This is an optimization exercise on Yosys and OpenROAD, whose aim is small area, a short achievable clock period and few clock cycles, not a production implementation.
No run shown here included a check of the RTL's function; only the layout flow was run.
In every run shown here, the design's own scripts or RTL, not TritonCTS, make the clock network.
The flow treats the clock pin as an ideal source. Dropping or thinning the clock tree relies on that and would not hold on a real chip.
Power and IR drop assume default switching activity.

==> flow/design.v <==
module trb_render (
    input  wire        clk,
    input  wire        rst,           
    input  wire        start,         
    input  wire [31:0] xscroll,       
    input  wire [31:0] yscroll,       
    input  wire        transp,        
    input  wire        sheet_valid,
    input  wire [31:0] sheet_dim,     
    output wire        busy,
    output reg         done,
    output wire        err,
    output wire [3:0]  errcode,
    output reg         tile_rd,
    output wire [11:0] tile_addr,
    input  wire [33:0] tile_rdata,    
    output reg         idx_rd,
    output reg  [11:0] idx_addr,
    input  wire [1:0]  idx_rdata,
    output reg         fb_we,
    output reg  [9:0]  fb_addr,
    output reg  [7:0]  fb_wdata
);
    reg busy_r, idle_r, chk;
    assign busy = busy_r;
    wire accept = start & idle_r;
    reg [9:0] sw;
    reg       tr;
    reg       err_r, ec1_r, ec0_r;
    assign err     = err_r;
    assign errcode = {1'b0, err_r, ec1_r, ec0_r};
    reg       vG;
    reg [5:0] px;
    reg [2:0] x, y;
    reg [5:0] tx, ty;
    reg       nt0, nt1, nt2, nt3;    
    assign tile_addr = {ty, tx};
    reg       v1, vI, vD, lastW;
    reg [2:0] x1, y1, sx, sy;    
    reg [1:0] dbits;
    reg [31:0] color;
    reg [3:0]  is255;                
    wire       eol     = (px == 6'd39);
    wire       xw      = (x == 3'd7);
    wire       next_nt = eol | xw;
    wire       advG    = vG & ~(next_nt & (nt0 | nt1));
    wire [5:0] tx_d    = eol ? (xw ? 6'd60 : 6'd59) : {5'd0, xw};
    wire lastD = vD & (fb_addr == 10'd958);
    wire kill  = lastD | (chk & err_r);
    reg [7:0] subc;
    reg       sub255;
    always @(*) begin
        case (idx_rdata)
            2'd0: begin subc = color[7:0];   sub255 = is255[0]; end
            2'd1: begin subc = color[15:8];  sub255 = is255[1]; end
            2'd2: begin subc = color[23:16]; sub255 = is255[2]; end
            default: begin subc = color[31:24]; sub255 = is255[3]; end
        endcase
    end
    wire [1:0] dnow = nt1 ? tile_rdata[33:32] : dbits;
    always @(posedge clk) begin
        if (idle_r) begin
            sw    <= sheet_dim[9:0];
            tr    <= transp;
            err_r <= ~sheet_valid | (sheet_dim[15:3] == 13'd0) | (sheet_dim[31:19] == 13'd0);
            ec1_r <= sheet_valid & ((sheet_dim[15:3] == 13'd0) | (sheet_dim[31:19] == 13'd0));
            ec0_r <= ~sheet_valid;
        end
        x  <= idle_r ? xscroll[2:0] : x + {2'd0, advG};
        tx <= idle_r ? xscroll[8:3] : tx + (advG ? tx_d : 6'd0);
        y  <= idle_r ? yscroll[2:0] : y + {2'd0, advG & eol};
        ty <= idle_r ? yscroll[8:3] : ty + {5'd0, advG & eol & (y == 3'd7)};
        px <= (idle_r | (advG & eol)) ? 6'd0 : px + {5'd0, advG};
        fb_addr <= idle_r ? 10'h3FF : fb_addr + {9'd0, vD};
        x1 <= x;  y1 <= y;
        sx <= x1 ^ {3{dnow[0]}};
        sy <= y1 ^ {3{dnow[1]}};
        nt2 <= nt1; nt3 <= nt2;
        if (nt1) dbits <= tile_rdata[33:32];
        if (nt3) begin
            color <= tile_rdata[31:0];
            is255 <= {&tile_rdata[31:24], &tile_rdata[23:16],
                      &tile_rdata[15:8],  &tile_rdata[7:0]};
        end
        idx_addr <= sy * sw + {9'd0, sx};
        fb_wdata <= subc;
    end
    always @(posedge clk) begin
        if (rst) begin
            busy_r <= 1'b0; idle_r <= 1'b1; chk <= 1'b0; done <= 1'b0;
            vG <= 1'b0; v1 <= 1'b0; vI <= 1'b0; vD <= 1'b0; lastW <= 1'b0;
            nt0 <= 1'b0; nt1 <= 1'b0;
            tile_rd <= 1'b0; idx_rd <= 1'b0; fb_we <= 1'b0;
        end else begin
            chk   <= accept;
            lastW <= lastD;
            done  <= (chk & err_r) | lastW;
            if (accept) begin
                busy_r <= 1'b1; idle_r <= 1'b0;
            end else if ((chk & err_r) | lastW) begin
                busy_r <= 1'b0; idle_r <= 1'b1;
            end
            fb_we <= vD & ~(tr & sub255);
            if (kill) begin
                vG <= 1'b0; v1 <= 1'b0; vI <= 1'b0; idx_rd <= 1'b0; vD <= 1'b0;
                nt0 <= 1'b0; nt1 <= 1'b0; tile_rd <= 1'b0;
            end else begin
                if (accept) vG <= 1'b1;
                nt0 <= accept | (advG & next_nt);
                nt1 <= nt0;
                tile_rd <= accept | (advG & next_nt) | nt1;
                v1 <= advG;
                vI <= v1;
                idx_rd <= vI;
                vD <= idx_rd;
            end
        end
    end
endmodule
==> flow/flow/run.sh <==
#!/bin/bash
set -euo pipefail
export BUFFER_PORTS_ARGS="-buffer_cell sky130_fd_sc_hd__buf_1"
export SETUP_SLACK_MARGIN=7.10
export FLAT_TCL=$PWD/flow/flat.tcl
export POST_CTS_TCL=$PWD/flow/post_cts.tcl
bash standard.sh > standard.log 2>&1
==> flow/flow/flat.tcl <==
# Rebuild the clock tree: NBUF clock buffers, each driving the flip-flops of
# one region of the core, on the clock port (NBUF <= 4) or on one root
# buffer on the clock port (NBUF > 4).
proc flat_clock_tree { nbuf bufmaster } {
  set block [ord::get_db_block]
  set db [ord::get_db]
  set master [$db findMaster $bufmaster]
  set clkport_net [$block findNet clk]
  # flip-flop clock pins
  set sinks {}
  foreach inst [$block getInsts] {
    set m [$inst getMaster]
    if { [$m isSequential] } {
      set it [$inst findITerm CLK]
      if { $it != "NULL" } { lappend sinks $it }
    }
  }
  # remove the clock buffers that drive only the clock tree
  set old {}
  foreach inst [$block getInsts] {
    set name [[$inst getMaster] getName]
    if { [string match "sky130_fd_sc_hd__clk*" $name] || [string match "clkload*" [$inst getName]] } {
      set in [$inst findITerm A]
      if { $in != "NULL" && [$in getNet] != "NULL" } {
        set n [[$in getNet] getName]
        if { $n == "clk" || [string match "clknet*" $n] } { lappend old $inst }
      }
    }
  }
  foreach it $sinks { $it disconnect }
  set oldnets {}
  foreach inst $old {
    foreach it [$inst getITerms] {
      set n [$it getNet]
      if { $n != "NULL" && [string match "clknet*" [$n getName]] } { lappend oldnets $n }
      $it disconnect
    }
    odb::dbInst_destroy $inst
  }
  foreach n [lsort -unique $oldnets] { odb::dbNet_destroy $n }
  # split the sinks into nbuf groups (a power of 2) by alternate halving
  # in x and y
  set pts {}
  foreach it $sinks {
    set bb [[$it getInst] getBBox]
    lappend pts [list [expr {([$bb xMin] + [$bb xMax]) / 2}] [expr {([$bb yMin] + [$bb yMax]) / 2}] $it]
  }
  set groups [list $pts]
  set axis 0
  while { [llength $groups] < $nbuf } {
    set g2 {}
    foreach g $groups {
      set s [lsort -integer -index $axis $g]
      set h [expr {[llength $s] / 2}]
      lappend g2 [lrange $s 0 [expr {$h - 1}]] [lrange $s $h end]
    }
    set groups $g2
    set axis [expr {1 - $axis}]
  }
  # a root buffer on the clock port drives the group buffers when there are
  # more than four
  set drv $clkport_net
  if { $nbuf > 4 } {
    set sx 0; set sy 0
    foreach p $pts { incr sx [lindex $p 0]; incr sy [lindex $p 1] }
    set r [odb::dbInst_create $block $master "clkflat_root"]
    set rn [odb::dbNet_create $block "clknet_flat_root"]
    $rn setSigType CLOCK
    [$r findITerm A] connect $clkport_net
    [$r findITerm X] connect $rn
    $r setLocation [expr {$sx / [llength $pts]}] [expr {$sy / [llength $pts]}]
    $r setPlacementStatus PLACED
    set drv $rn
  }
  set i 0
  foreach g $groups {
    set sx 0; set sy 0
    foreach p $g { incr sx [lindex $p 0]; incr sy [lindex $p 1] }
    set cx [expr {$sx / [llength $g]}]
    set cy [expr {$sy / [llength $g]}]
    set b [odb::dbInst_create $block $master "clkflat_$i"]
    set n [odb::dbNet_create $block "clknet_flat_$i"]
    $n setSigType CLOCK
    [$b findITerm A] connect $drv
    [$b findITerm X] connect $n
    $b setLocation $cx $cy
    $b setPlacementStatus PLACED
    foreach p $g { [lindex $p 2] connect $n }
    incr i
  }
  puts "flat clock tree: [llength $sinks] sinks, removed [llength $old] buffers, $i new $bufmaster"
}
==> flow/flow/post_cts.tcl <==
# Runs at the end of ORFS's CTS step: replace the clock tree that CTS built by
# a one-level tree (four clock buffers on the clock port, each driving the
# flip-flops of one quarter of the core), then legalize and repair timing
# again.
source $::env(FLAT_TCL)
flat_clock_tree 4 sky130_fd_sc_hd__clkbuf_16
set_propagated_clock [all_clocks]
estimate_parasitics -placement
detailed_placement
estimate_parasitics -placement
repair_timing_helper
detailed_placement
check_placement -verbose
==> flow/standard.sh <==
#!/bin/bash
# synth_recipe.tcl (not shown) runs the flow's synth.tcl, then flattens the netlist and writes it again
# the make line also repeats each setting of config.mk as NAME=value (left out here)
make -C /OpenROAD-flow-scripts/flow DESIGN_CONFIG=/design/flow/config.mk WORK_HOME=/design/flow/orfs CLKGATE_MAP_FILE= SYNTH_SCRIPT=/design/flow/synth_recipe.tcl "${@:-finish}"
==> flow/config.mk <==
export PLATFORM = sky130hd
export DESIGN_NAME = trb_render
export DESIGN_NICKNAME = trb_render
export VERILOG_FILES = /design/flow/design.v
export SDC_FILE = /design/flow/constraint.sdc
export NUM_CORES = 4
export LEC_CHECK = 0
export CAP_MARGIN = 20
export CORE_MARGIN = 2
export CORE_UTILIZATION = 40
export SLEW_MARGIN = 20
==> flow/constraint.sdc <==
create_clock -name core_clock -period 10.0 [get_ports {clk}]
set_input_delay 2.0000 -clock core_clock [delete_from_list [all_inputs] [get_ports {clk}]]
set_output_delay 2.0000 -clock core_clock [all_outputs]
set_load 0.01 [all_outputs]
==> results of run 1 <==
## flip-flops by register name, indices dropped and copies added, names as in the netlist, 4 cells and up
register,cells
is255,4
color,32
px,6
fb_addr,10
sw,10
ty,6
tx,6
fb_wdata,8
idx_addr,12
## synth_stat cells, types with 3 or more instances
library cell | instances | area [um2]
sky130_fd_sc_hd__a21o_1 | 4 | 30.0
sky130_fd_sc_hd__or2_2 | 3 | 18.8
sky130_fd_sc_hd__mux2_2 | 8 | 90.1
sky130_fd_sc_hd__a21oi_1 | 12 | 60.1
sky130_fd_sc_hd__mux4_2 | 9 | 203
sky130_fd_sc_hd__inv_1 | 12 | 45.0
sky130_fd_sc_hd__and3_1 | 5 | 31.3
sky130_fd_sc_hd__ha_1 | 38 | 475
sky130_fd_sc_hd__clkbuf_1 | 4 | 15.0
sky130_fd_sc_hd__nor2b_1 | 3 | 18.8
sky130_fd_sc_hd__fa_1 | 11 | 220
sky130_fd_sc_hd__xnor2_1 | 20 | 175
sky130_fd_sc_hd__nor3_1 | 12 | 60.1
sky130_fd_sc_hd__and2_1 | 36 | 225
sky130_fd_sc_hd__edfxtp_1 | 50 | 1500
sky130_fd_sc_hd__nand3_1 | 11 | 55.1
sky130_fd_sc_hd__nand2b_1 | 11 | 68.8
sky130_fd_sc_hd__nand2_1 | 24 | 90.1
sky130_fd_sc_hd__nor2_1 | 14 | 52.6
sky130_fd_sc_hd__dfxtp_1 | 84 | 1680
sky130_fd_sc_hd__nor4_1 | 5 | 31.3
sky130_fd_sc_hd__buf_4 | 4 | 30.0
sky130_fd_sc_hd__o21a_1 | 3 | 22.5
sky130_fd_sc_hd__xor2_1 | 15 | 131
sky130_fd_sc_hd__nand4_1 | 14 | 87.6
sky130_fd_sc_hd__o21ai_0 | 16 | 80.1
sky130_fd_sc_hd__mux2i_1 | 3 | 30.0
## metrics by stage
stage / worst slack (ps) / total power, mW
floorplan: 7040 / 0.990
global placement: 6540 / 1.09
detailed placement: 6520 / 1.10
global route: 7010 / 1.46
finish: 7110 / 1.36
## power by group
part           total (mW)  switching [mW]  internal [mW]
registers           0.670          0.0293          0.641
clock network       0.206           0.131         0.0750
logic               0.485           0.263          0.222
total                1.36           0.423          0.938
## worst register-to-register path, delay by kind of cell (launching register included)
family,cells,cell delay [ps]
flip-flops,1,390
AO/OA/AOI/OAI,3,490
buffers and inverters,1,50
adder cells (fa/ha/maj),3,1340
AND/OR/NAND/NOR,3,570
## cell type report
cell class	instances	area (um2)
Fill cell	1256	7050
Multi-Input combinational cell	294	2530
Inverter	12	45.0
Sequential cell	134	3230
Buffer	4	100
Tap cell	180	225
Timing Repair Buffer	161	756
## metal layers
metal | share of wire | vias up | GRT usage
li1 | - | 1909 | -
met1 | 0.44 | 1784 | 0.181
met2 | 0.49 | 90 | 0.256
met3 | 0.057 | 10 | 0.0307
met4 | 0.014 | 0 | 0.0426
met5 | 0 | - | 0
## cells by family after synthesis
kind of cell,after synthesis,share of synthesized area
buffers and inverters,24,0.0229
AND/OR/NAND/NOR,145,0.140
adder cells (fa/ha/maj),49,0.121
XOR/XNOR,36,0.0563
flip-flops,134,0.556
other,1,0.000655
multiplexers,20,0.0563
AO/OA/AOI/OAI,43,0.0463
## worst paths after layout
| path | start | endpoint |
|---|---|---|
| worst max-delay path | sw[0] | idx_addr[11] |
| worst min register to register | nt2 | nt3 |
| worst min-delay path | nt2 | nt3 |
| worst max register to register | sw[0] | idx_addr[11] |
==> flow_results.org, run 1 <==
** Floorplan
- The die is 124 um tall.
- The total area inside the core boundary comes to approximately 14000 um2.
- For this configuration, the core starts out at a cell density of 0.411.
- Top-level port count :: ~190
- Row generation in the floorplan step produced 43 rows.
- The floorplan step set the die width to roughly 120 um.
- DIE AREA :: 15300 um2

** Power and ir drop
- VDD sags by at most roughly 0.11 mV.
- Cell leakage power :: 2.66 nW
- Pwr Density :: ~200 nW/um2

** Synthesis
- Post-Syn Instances :: 452
- For this run, the number of Yosys warnings is 1.
- Of the synthesized area, sequential elements account for 0.556.
- When the netlist entered floorplanning its net count stood at 638.
- Counting flops with an async set or reset pin after synthesis yields a share of 0.
- The synthesized design contains 50 enable-type register cells.
- Dividing the synthesized area by the synthesized cell count gives ~13 um2.
- The cell area that synthesis handed to floorplanning was 5730 um2.
- The most used flip-flop cell after synthesis is sky130_fd_sc_hd__dfxtp_1.
- The netlist uses 45 different library cells.
- Register bit count reported by yosys :: between 100 and 150

** Layout
- The library cell used most frequently in the layout, excluding fill and tap cells, is sky130_fd_sc_hd__buf_1.
- Post-route cell area :: 6890 um2
- Leaving out filler cells and counting taps, the final layout contains 785.
- In the final layout, the share of cells above drive strength 1 is 0.215.
- The number of antenna diodes in the final layout is 0.
- Commonest non-fill, non-tap cells in the layout :: 108 x sky130_fd_sc_hd__buf_1, 57 x sky130_fd_sc_hd__dfxtp_1, 50 x sky130_fd_sc_hd__edfxtp_1, 36 x sky130_fd_sc_hd__and2_1, 35 x sky130_fd_sc_hd__ha_1
- Final core utilization :: 0.494
- The area growth from synthesis to layout is 20.2%.
- Net count, final :: 793

** Routing
- In this run, the number of DRC markers left after iteration 0 of detailed routing was approximately 230.
- For this block, the routed nets add up to around 11000 um of wire.
- First-pass iteration count of the detailed router :: 6
- Total via count in the routed design :: 3793
- Final routed DRC violation total :: 0
- Antenna-violating nets left :: 0
- In the routed layout, each cell is associated on average with a via count of 4.83.
- Wire length per cell :: roughly 14 um

** GRT
- The initial antenna violation count is 0.
- Summed over all layers, the global routing overflow is 0.
- Via count of the first global-routing pass :: slightly below 4000
- Overall global routing resource usage :: 0.146
- The first global-routing pass estimated around 18000 um of wire.
- Pin count of the biggest net entering global routing :: 62

** Critical path
- Along the worst path, the maximum fanout reaches 3.
- Most common cell type on the critical path :: sky130_fd_sc_hd__fa_2
- The worst setup path is of the flop to flop kind.
- Reg2Reg Setup Slack :: approximately 7100 ps
- Depth of the worst register-to-register path :: 10
- Cell breakdown of the critical path :: nand2_2 > fa_1 > inv_1 > fa_2 > fa_2 > a21o_1 > a21oi_4 > o31ai_4 > or4_1 > nand3_1
- On the critical path, the stage with the largest delay is an instance of sky130_fd_sc_hd__fa_1.
- Critical Path Source Type :: flop
- Maximum cell stage delay along the critical path :: ~530 ps
- Cell family contributing the most delay on the critical path :: adder cells
- Number of cells on the critical path :: 10
- The worst setup path is captured at a flop.
- Required time at the worst-slack endpoint :: 10120 ps
- Data arrival, critical path :: between 3000 and 4000 ps
- The number of buffers and inverters on the critical path is 1.

** Run status
- The flow ran to the end and the layout has no timing, DRC or antenna violations.

** Worst hold path
- WHS Path Cells :: 0
- The tightest min-delay check is of the flop to flop type.

** STA
- Setup violations remaining at the end of the flow were counted as 0.
- Minimum period implied by the final worst setup slack :: 2890 ps
- Max-slew violations :: 0
- Setup total negative slack on the finished layout was measured at 0 ps.
- Between clock sinks in the finished design, the worst skew comes to ~9.5 ps.
- The number of hold violations in the final report was 0.
- Post-Route Hold Slack :: 347 ps
- Worst Tran Pin Value :: approximately 600 ps
- Worst slew margin relative to its limit :: 0.601
- Setup repair after global routing could not meet its margin everywhere.
- Portion of the clock cycle consumed by the worst path in the final layout :: 0.289
- Upper clock frequency limit :: between 300 and 400 MHz

** Clocking
- For this design, the sink count on the clock tree is between 100 and 150.
- CTS clk-pin slew, worst paths :: ~120 ps
- Source-to-sink clock delay at the later pin of the worst-skew pair :: 180 ps

** Placement
- Counting tap cells, the placed design contains a total of 760 instances.
- In this run the cell area measured after placement is about 6400 um2.
- Input and output buffers added on the ports amount to 138.
- The congestion estimate from routability-driven global placement came to roughly 0.75.
- Post-detailed-placement half-perimeter wirelength :: around 8000 um

** Flow run
- The tool flagged a number of max-cap violations equal to 0.
==> inputs of run 2 (changes only) <==
--- a/flow/config.mk
+++ b/flow/config.mk
@@ -9,3 +9,3 @@
 export CORE_MARGIN = 2
-export CORE_UTILIZATION = 40
+export CORE_UTILIZATION = 60
 export SLEW_MARGIN = 20
==> run 2 against run 1 <==
Against the previous run: combinational power grew 4%; worst hold slack lost 3.4 ps; setup slack better by 3.5 ps; sequential cell count is the same; synthesized cell count unchanged; power rose by 1.2%; via count grew 2.6%; die area shrank 32%; register-to-register slack about the same; utilization grew 27 points; cell area rose by 2.6%; synthesized area did not move; critical path type unchanged; highest routed layer unchanged.
==> flow_results.org, run 2 <==
** Synthesis
- The number of nets handed over by synthesis was about 640.
- Post-Synth Simple-Gate Area :: 0.140
- Of the total synthesized cell area, the portion taken by full adders, half adders and majority gates is 0.121.
- Dividing the synthesized area by the synthesized cell count gives 12.7 um2.
- Counting flops with an async set or reset pin after synthesis yields a share of 0.
- Number of flops mapped to enable cells by yosys :: 50
- After synthesis the netlist holds a flip-flop and latch count of approximately 130.
- In the synthesized netlist the dominant register cell turns out to be sky130_fd_sc_hd__dfxtp_1.
- The synthesized netlist occupies a cell area of between 5000 and 6000 um2.
- The share of synthesized area in the top cell type comes to 0.294.
- For this run, the number of Yosys warnings is 1.
- The biggest area contributor in the post-synthesis netlist is sky130_fd_sc_hd__dfxtp_1.
- Unique cell type count in the Yosys netlist :: 45
- Sequential cell area fraction in the yosys report :: 0.556
- Synthesis produced a netlist whose cell count is 452.
- Most frequent cells after synthesis :: 84 x sky130_fd_sc_hd__dfxtp_1, 50 x sky130_fd_sc_hd__edfxtp_1, 38 x sky130_fd_sc_hd__ha_1
- By instance count, the leading cell after synthesis is sky130_fd_sc_hd__dfxtp_1.
- By area the synthesized netlist is led by sky130_fd_sc_hd__dfxtp_1 29%, sky130_fd_sc_hd__edfxtp_1 26%, sky130_fd_sc_hd__ha_1 8.3%.
- Multiplexer fraction of the synthesized cell area :: 0.0563
- Post-Synth XOR/XNOR Area :: 0.0563
- After synthesis, the largest family of logic cells by area is simple AND/OR/NAND/NOR gates.
- Post-synthesis compound-gate area fraction :: 0.0463

** Floorplan
- The initial utilization of the core area, before any placement, comes to 0.620.
- Top-level port count :: 189
- The floorplan step defined a die boundary enclosing slightly above 10000 um2.
- The die is just over 100 um wide.
- Floorplan die height :: between 100 and 150 um
- In this run the core area contains 35 standard-cell rows.
- Core area :: 9240 um2

** Run status
- The run finished with no timing, DRC or antenna violations.

** STA
- Endpoints failing hold :: 0
- In the finished design, the share of the clock period the worst path needs comes to 0.289.
- At the pin with the least slew margin, the transition time is ~520 ps.
- Minimum period implied by the final worst setup slack :: approximately 2900 ps
- Final-layout setup total negative slack :: 0 ps
- Setup repair after global routing could not meet its margin everywhere.
- Setup violations remaining at the end of the flow were counted as 0.
- Upper clock frequency limit :: about 350 MHz
- The worst path meets setup with 7110 ps of slack.
- Final worst clock skew :: roughly 9.8 ps
- Measured against its own limit, the worst slew margin works out to 0.654.
- The count of pins over their slew limit is 0.

** Clocking
- CTS clk-pin slew, worst paths :: 120 ps
- Counting every sink on the clock net gives roughly 130.
- At the later pin of the worst-skew pair, clock insertion delay measures 180 ps.

** Critical path
- CP Class :: flop to flop
- Cell breakdown of the critical path :: nand2_2 > fa_1 > inv_1 > fa_1 > fa_2 > a21o_1 > a21oi_2 > o31ai_2 > or4_1 > nand3_1
- Among the stages of the critical path, the cell type that occurs most often is sky130_fd_sc_hd__fa_1.
- Critical Path Slowest Stage Cell :: sky130_fd_sc_hd__fa_1
- Data arrives at the worst endpoint at between 3000 and 4000 ps.
- In this run the worst path has a maximum fanout of 3.
- Maximum cell stage delay along the critical path :: around 520 ps
- CP Capture Type :: flop
- STA puts the critical path data required time at between 10000 and 15000 ps.
- STA classifies the critical path startpoint as a flop.

** GRT
- For this run, the total global-route usage over all layers was measured as 0.229.
- Global route total overflow :: 0
- The initial antenna violation count was 0.
- Global-route wire length before repair :: around 18000 um
- Via count of the first global-routing pass :: about 3900
- Pin count of the biggest net entering global routing :: 44

** Power and ir drop
- Peak supply drop :: around 0.12 mV
- Cell leakage power :: 2.82 nW
- Total power of the final layout :: between 1 and 1.5 mW
- Pwr Density :: a little under 200 nW/um2

** Routing
- The routed layout has 3891 vias.
- Antenna-violating nets left :: 0
- Final routed DRC violation total :: 0
- In the final routed layout, each cell accounts on average for about 15 um.
- Number of DRC violations after detailed-routing iteration 0 :: 94
- In the routed layout, each cell is associated on average with a via count of 5.24.
- First-pass iteration count of the detailed router :: 4
- Wires add up to about 11000 um.

** Layout
- The library cell used most frequently in the layout, excluding fill and tap cells, is sky130_fd_sc_hd__buf_1.
- Area growth from synthesis to layout :: 23.3%
- The register with the most flip-flops in the final layout is color.
- Of the cells placed in the final design, the portion with a size suffix greater than 1 is 0.264.
- 0 antenna diodes ended up in the layout.
- For this run, the post-layout net count is 801.
- The register with the most flip-flops in the layout has 32 of them.
- Leading registers by flop count :: color x32, idx_addr x12
- Commonest non-fill, non-tap cells in the layout :: 89 x sky130_fd_sc_hd__buf_1, 50 x sky130_fd_sc_hd__edfxtp_1, 47 x sky130_fd_sc_hd__dfxtp_1, 36 x sky130_fd_sc_hd__and2_1, 36 x sky130_fd_sc_hd__ha_1

** Flow run
- Number of violations of the max-capacitance limit :: 0

** Placement
- Prior to clock tree synthesis, the placed netlist has a worst setup slack of 6590 ps.
- The wire-length estimate of the detail-placed layout is 7730 um.
- At the end of routability-driven placement, the weighted congestion stood at 0.757.
- Port buffering added ~140 buffers.

** Worst hold path
- HP Class :: flop to flop
## run 2: cell counts after synthesis
Identical to the previous run, type by type.
## run 2: per-stage QoR
| step | util | instance area, um2 | cells | hold slack, ps |
|---|---|---|---|---|
| floorplan | - | 5740 | 452 | 310 |
| global placement | 0.687 | 6340 | 709 | 312 |
| detailed placement | 0.687 | 6340 | 709 | 317 |
| global route | 0.765 | 7060 | 742 | 352 |
| finish | 0.765 | 7060 | 742 | 344 |
## run 2: logic make-up (layout without fill, tap and decap cells)
family	Yosys count	count (layout)
adder cells (fa/ha/maj)	49	49
AND/OR/NAND/NOR	145	145
multiplexers	20	20
flip-flops	134	134
buffers and inverters	24	185
other	1	1
XOR/XNOR	36	36
AO/OA/AOI/OAI	43	43
## run 2: final cells by class
| type | instances | area (um2) |
|---|---|---|
| Buffer | 4 | 100 |
| Timing Repair Buffer | 169 | 1010 |
| Sequential cell | 134 | 3240 |
| Inverter | 12 | 45.0 |
| Multi-Input combinational cell | 294 | 2510 |
| Fill cell | 583 | 2180 |
| Tap cell | 129 | 161 |
## run 2: layer usage
layer	GRT usage	wire [um]	vias up
li1	-	-	1921
met5	0	0	-
met1	0.280	4650	1847
met4	0.0821	251	0
met3	0.0380	499	18
met2	0.407	6050	105
## run 2: path summary, 6_finish.rpt
path / depth (start not counted) / start / to / slack, ps
setup / recovery: 10 / sw[0] / idx_addr[11] / 7110
hold / removal: 0 / nt2 / nt3 / 340
setup reg to reg: 10 / sw[0] / idx_addr[11] / 7110
hold reg to reg: 0 / nt2 / nt3 / 340
## run 2: worst max-delay path, delay by kind of cell (launching register included)
kind / cells / cell delay [ps]
buffers and inverters: 1 / 50
adders and majority gates: 3 / 1370
and+or+nand+nor: 3 / 570
DFF: 1 / 400
AOI/OAI and AO/OA: 3 / 440
## run 2: power by group
| part | total, mW | internal (mW) | leakage, nW | switching (mW) |
|---|---|---|---|---|
| clock network | 0.201 | 0.0748 | 0.0493 | 0.127 |
| logic | 0.502 | 0.238 | 1.60 | 0.264 |
| registers | 0.675 | 0.642 | 1.17 | 0.0328 |

-- re-timing with driven ports --
In the flow no input, the clock included, has a driving cell. The finished layouts below were timed again as built, in two steps.
Step 1: set_driving_cell puts a clkbuf_16 on clk and a buf_2 on each other input, an assumption about the parent block.
Step 2 moves the port delays by t, midway between the first and last clock arrival at a register: inputs arrive t later, outputs are due t later. That takes back most of the time a late clock gives input paths.
a / b / c = ideal ports / drivers / drivers and shift; a / b = the first two.
run	shift t [ns]	setup slack, ns	worst data-port slew with drivers (ns)	pins driven straight from the clock port
run 1	0.260	7.105 / 7.105 / 6.992	0.05	4
run 2	0.257	7.109 / 7.086 / 6.973	0.06	4
After both steps setup and hold are still met in every run listed. For run 2, which loses most, drivers alone change the setup slack by -0.023 ns; drivers and shift together by -0.136 ns.
